This design comes from an exercise in tuning for small area on the open sky130 flow, not from production work. The RTL was checked by simulation tests, not by an equivalence proof against the original design. Power is estimated from default activity; no workload was simulated.

// emedal_sender
module emedal_sender (
    input  wire        clk,
    input  wire        rst,
    input  wire        start,
    input  wire [15:0] start_image_id,
    input  wire [23:0] start_len,
    input  wire        tick,
    output wire        ready,
    output wire [23:0] pl_addr,
    input  wire [7:0]  pl_data,
    output wire        tx_valid,
    output wire [7:0]  tx_data,
    input  wire        tx_ready,
    input  wire [15:0] rx_count,
    input  wire [7:0]  rx_data,
    output wire        rx_pop,
    output wire [2:0]  state,
    output wire [1:0]  last_outcome,
    output wire [1:0]  fail_stage,
    output wire [15:0] fail_index,
    output wire [1:0]  fail_cause,
    output wire [23:0] sent_bytes,
    output wire        nack_valid,
    output wire [15:0] nack_expected,
    output wire [15:0] nack_got
);
    localparam [2:0] S_IDLE = 3'd0, S_DONE = 3'd4;
    localparam [2:0] C_READY = 3'd0, C_WAIT = 3'd4, C_TX = 3'd6, C_CRC = 3'd7,
                     C_READ = 3'd1, C_ACK = 3'd3, C_NOP = 3'd2;
    function [15:0] inc16(input [15:0] x, input ci);
        integer i;
        reg cy;
        begin
            cy = ci;
            for (i = 0; i < 16; i = i + 1) begin
                inc16[i] = x[i] ^ cy;
                cy = x[i] & cy;
            end
        end
    endfunction
    function ge8(input [7:0] x, input [7:0] y);
        integer i;
        reg g;
        begin
            g = 1'b1;
            for (i = 0; i < 8; i = i + 1)
                g = (x[i] & !y[i]) | (!(x[i] ^ y[i]) & g);
            ge8 = g;
        end
    endfunction
    function [19:0] add20_4(input [19:0] x, input [3:0] y);
        integer i;
        reg cy, yb;
        begin
            cy = 1'b0;
            for (i = 0; i < 20; i = i + 1) begin
                yb = (i < 4) ? y[i] : 1'b0;
                add20_4[i] = x[i] ^ yb ^ cy;
                cy = (x[i] & yb) | (cy & (x[i] ^ yb));
            end
        end
    endfunction
    reg [2:0]  fsm;
    reg [2:0]  ctl;
    reg [15:0] seq;        
    reg [23:0] lq;         
  ...
For scale: roughly 770 cells after synthesis, ~100 flip-flops, roughly 190 I/O pins, roughly 0.0064 mm^2 of cells after synthesis.
Settings: LEC_CHECK=0, CAP_MARGIN=20, CORE_MARGIN=2, CORE_UTILIZATION=70, CTS_BUF_LIST=sky130_fd_sc_hd__clkbuf_8, SLEW_MARGIN=20; clock period 15.0 ns.
standard.sh (not shown) runs the stock make flow with config.mk's settings and CLKGATE_MAP_FILE= SYNTH_SCRIPT=/design/flow/synth_recipe.tcl, a recipe that flattens the netlist after the stock synthesis.
==> flow/flow/run.sh <==
#!/bin/bash
# Standard ORFS layout (the standard.sh) with two changes to how the layout
# is made:
#  - ABC maps the combinational logic with an area-oriented script
#    (flow/abc_area_map.script, using amap) instead of ORFS's delay-oriented
#    one; registers come out of synthesis exactly as in the standard flow;
#  - ports are buffered with the smallest buffer, sky130_fd_sc_hd__buf_1.
# Each tool's output goes to its own log under orfs/logs; make's to make_finish.log.
set -euo pipefail
rm -rf scripts_mod
cp -r "$FLOW_HOME/scripts" scripts_mod
cp flow/abc_area_map.script scripts_mod/abc_speed.script
bash standard.sh SCRIPTS_DIR="$PWD/scripts_mod" \
    BUFFER_PORTS_ARGS="-buffer_cell sky130_fd_sc_hd__buf_1" finish > make_finish.log 2>&1
==> flow/flow/abc_area_map.script <==
strash
dc2
dc2
dch -f
amap -F 4 -A 8
strash
dch -f
amap -F 4 -A 8
topo
Next try:
==> flow/flow/run.sh (replaced) <==
#!/bin/bash
# Standard ORFS layout (the standard.sh) with these changes to how the
# layout is made:
#  - synthesis leaves adders to ABC (no ADDER_MAP_FILE half/full-adder cell
#    mapping), and ABC maps the combinational logic with an area-oriented
#    script (flow/abc_area_map.script, using amap) instead of ORFS's
#    delay-oriented one; registers come out of synthesis exactly as in the
#    standard flow;
#  - ports are buffered with the smallest buffer, sky130_fd_sc_hd__buf_1;
#  - CTS inserts no dummy loads.
# Each tool's output goes to its own log under orfs/logs; make's to make_finish.log.
set -euo pipefail
rm -rf scripts_mod
cp -r "$FLOW_HOME/scripts" scripts_mod
cp flow/abc_area_map.script scripts_mod/abc_speed.script
bash standard.sh SCRIPTS_DIR="$PWD/scripts_mod" ADDER_MAP_FILE= \
    BUFFER_PORTS_ARGS="-buffer_cell sky130_fd_sc_hd__buf_1" \
    CTS_ARGS="-sink_clustering_enable -repair_clock_nets -buf_list sky130_fd_sc_hd__clkbuf_8 -dont_use_dummy_load -sink_buffer_max_cap_derate 1.5" \
    finish > make_finish.log 2>&1
==> flow/flow/abc_area_map.script (replaced) <==
strash
dc2
dc2
dch -f
amap -F 4 -A 8
strash
dc2
dch -f
amap -F 4 -A 8
strash
dch -f
amap -F 4 -A 8
topo
--- a/flow/config.mk
+++ b/flow/config.mk
@@ -7,6 +7,6 @@
 export LEC_CHECK = 0
-export CAP_MARGIN = 20
+export CAP_MARGIN = 0
 export CORE_MARGIN = 2
-export CORE_UTILIZATION = 70
+export CORE_UTILIZATION = 60
 export CTS_BUF_LIST = sky130_fd_sc_hd__clkbuf_8
-export SLEW_MARGIN = 20
+export SLEW_MARGIN = 0
The changed run failed in clock tree synthesis; area after synthesis drops by a few percent; synthesized cell count climbs by a few percent.
Next try:
--- a/flow/flow/run.sh
+++ b/flow/flow/run.sh
@@ -17,3 +17,3 @@
     BUFFER_PORTS_ARGS="-buffer_cell sky130_fd_sc_hd__buf_1" \
-    CTS_ARGS="-sink_clustering_enable -repair_clock_nets -buf_list sky130_fd_sc_hd__clkbuf_8 -dont_use_dummy_load -sink_buffer_max_cap_derate 1.5" \
+    CTS_ARGS="-sink_clustering_enable -repair_clock_nets -buf_list sky130_fd_sc_hd__clkbuf_8 -dont_use_dummy_load" \
     finish > make_finish.log 2>&1
=> With this change the flow finished clean; synthesized area does not change; synthesized cell count is unchanged.
Next try:
--- a/flow/flow/run.sh
+++ b/flow/flow/run.sh
@@ -17,3 +17,3 @@
     BUFFER_PORTS_ARGS="-buffer_cell sky130_fd_sc_hd__buf_1" \
-    CTS_ARGS="-sink_clustering_enable -repair_clock_nets -buf_list sky130_fd_sc_hd__clkbuf_8 -dont_use_dummy_load" \
+    CTS_ARGS="-sink_clustering_enable -repair_clock_nets -buf_list sky130_fd_sc_hd__clkbuf_8 -dont_use_dummy_load -sink_buffer_max_cap_derate 2.0" \
     finish > make_finish.log 2>&1
With this change the flow died in clock tree synthesis with CTS-0109. Area after synthesis does not change. Synthesized cell count stays the same.

========
## exp/fjord
Starting RTL as in the previous note.
export LEC_CHECK = 0
export CAP_MARGIN = 0
export CORE_MARGIN = 2
export CORE_UTILIZATION = 60
export CTS_BUF_LIST = sky130_fd_sc_hd__clkbuf_8
export SLEW_MARGIN = 0
create_clock -name core_clock -period 15.0 [get_ports {clk}]
==> flow/flow/run.sh <==
#!/bin/bash
# Standard ORFS layout (the standard.sh) with these changes to how the
# layout is made:
#  - ABC maps the combinational logic with an area-oriented script
#    (flow/abc_area_map.script, using amap) instead of ORFS's delay-oriented
#    one; registers come out of synthesis exactly as in the standard flow;
#  - ports are buffered with the smallest buffer, sky130_fd_sc_hd__buf_1;
#  - CTS inserts no dummy loads.
# Each tool's output goes to its own log under orfs/logs; make's to make_finish.log.
set -euo pipefail
rm -rf scripts_mod
cp -r "$FLOW_HOME/scripts" scripts_mod
cp flow/abc_area_map.script scripts_mod/abc_speed.script
bash standard.sh SCRIPTS_DIR="$PWD/scripts_mod" \
    BUFFER_PORTS_ARGS="-buffer_cell sky130_fd_sc_hd__buf_1" \
    CTS_ARGS="-sink_clustering_enable -repair_clock_nets -buf_list sky130_fd_sc_hd__clkbuf_8 -dont_use_dummy_load" \
    finish > make_finish.log 2>&1
==> flow/flow/abc_area_map.script <==
strash
dc2
dc2
dch -f
amap -F 4 -A 8
strash
dch -f
amap -F 4 -A 8
topo
### exp/fjord -> exp/indigo
# exp/fjord
export LEC_CHECK = 0
export CAP_MARGIN = 0
export CORE_MARGIN = 2
export CORE_UTILIZATION = 60
export CTS_BUF_LIST = sky130_fd_sc_hd__clkbuf_8
export SLEW_MARGIN = 0
create_clock -name core_clock -period 15.0 [get_ports {clk}]
# exp/indigo
export LEC_CHECK = 0
export CAP_MARGIN = 0
export CORE_MARGIN = 2
export CORE_UTILIZATION = 50
export CTS_BUF_LIST = sky130_fd_sc_hd__clkbuf_8
export GPL_TIMING_DRIVEN = 0
export SLEW_MARGIN = 0
create_clock -name core_clock -period 15.0 [get_ports {clk}]
--- outcome ---
- exp/indigo ended up with in -> reg as its category of the most critical setup path; exp/fjord ended up with reg -> out.
- The starting density of the core in exp/indigo sits 11 points below the value recorded for exp/fjord.
- Per the comparison of exp/indigo with exp/fjord, maximum frequency saw a decrease; wire length on met2 saw a decrease; sequential power saw little to no change; number of iterations in the first detailed-routing pass saw an increase; wire length of the first global-routing pass saw a decrease.
- exp/indigo vs exp/fjord: die area up by more than 10%

-- afterwards: timing with drivers on the ports --
No port has a modelled driver above. Below, the same layouts with a new extraction and two added sets of constraints. Step 1 sets driving cells, clkbuf_16 on the clock port and buf_2 on the other inputs (assumed; they add their load-dependent delay and slew). Step 2 moves the port delays by t, midway between the first and last clock arrival at a register: inputs arrive t later, outputs are due t later. That takes back most of the time a late clock gives input paths. Slacks: no drivers / after step 1 / after step 2; pairs: no drivers / after step 1.
run | t (ns) | setup WS [ns] | hold slack, ns | worst register clock-pin slew, ns
the first run of note 1 | 0.413 | 6.732 / 6.697 / 7.111 | 0.501 / 0.501 / 0.501 | 0.11 / 0.11
the third run of note 1 | 0.419 | 7.387 / 7.352 / 7.771 | 0.492 / 0.492 / 0.492 | 0.10 / 0.10
exp/fjord | 0.422 | 6.799 / 6.762 / 7.184 | 0.500 / 0.500 / 0.500 | 0.11 / 0.11
exp/indigo | 0.412 | 6.727 / 6.737 / 6.324 | 0.492 / 0.492 / 0.492 | 0.11 / 0.11
After both steps every run listed still meets setup and hold. The setup slack of exp/indigo, which loses most, moves by +0.010 ns with the drivers and by -0.403 ns with both steps.
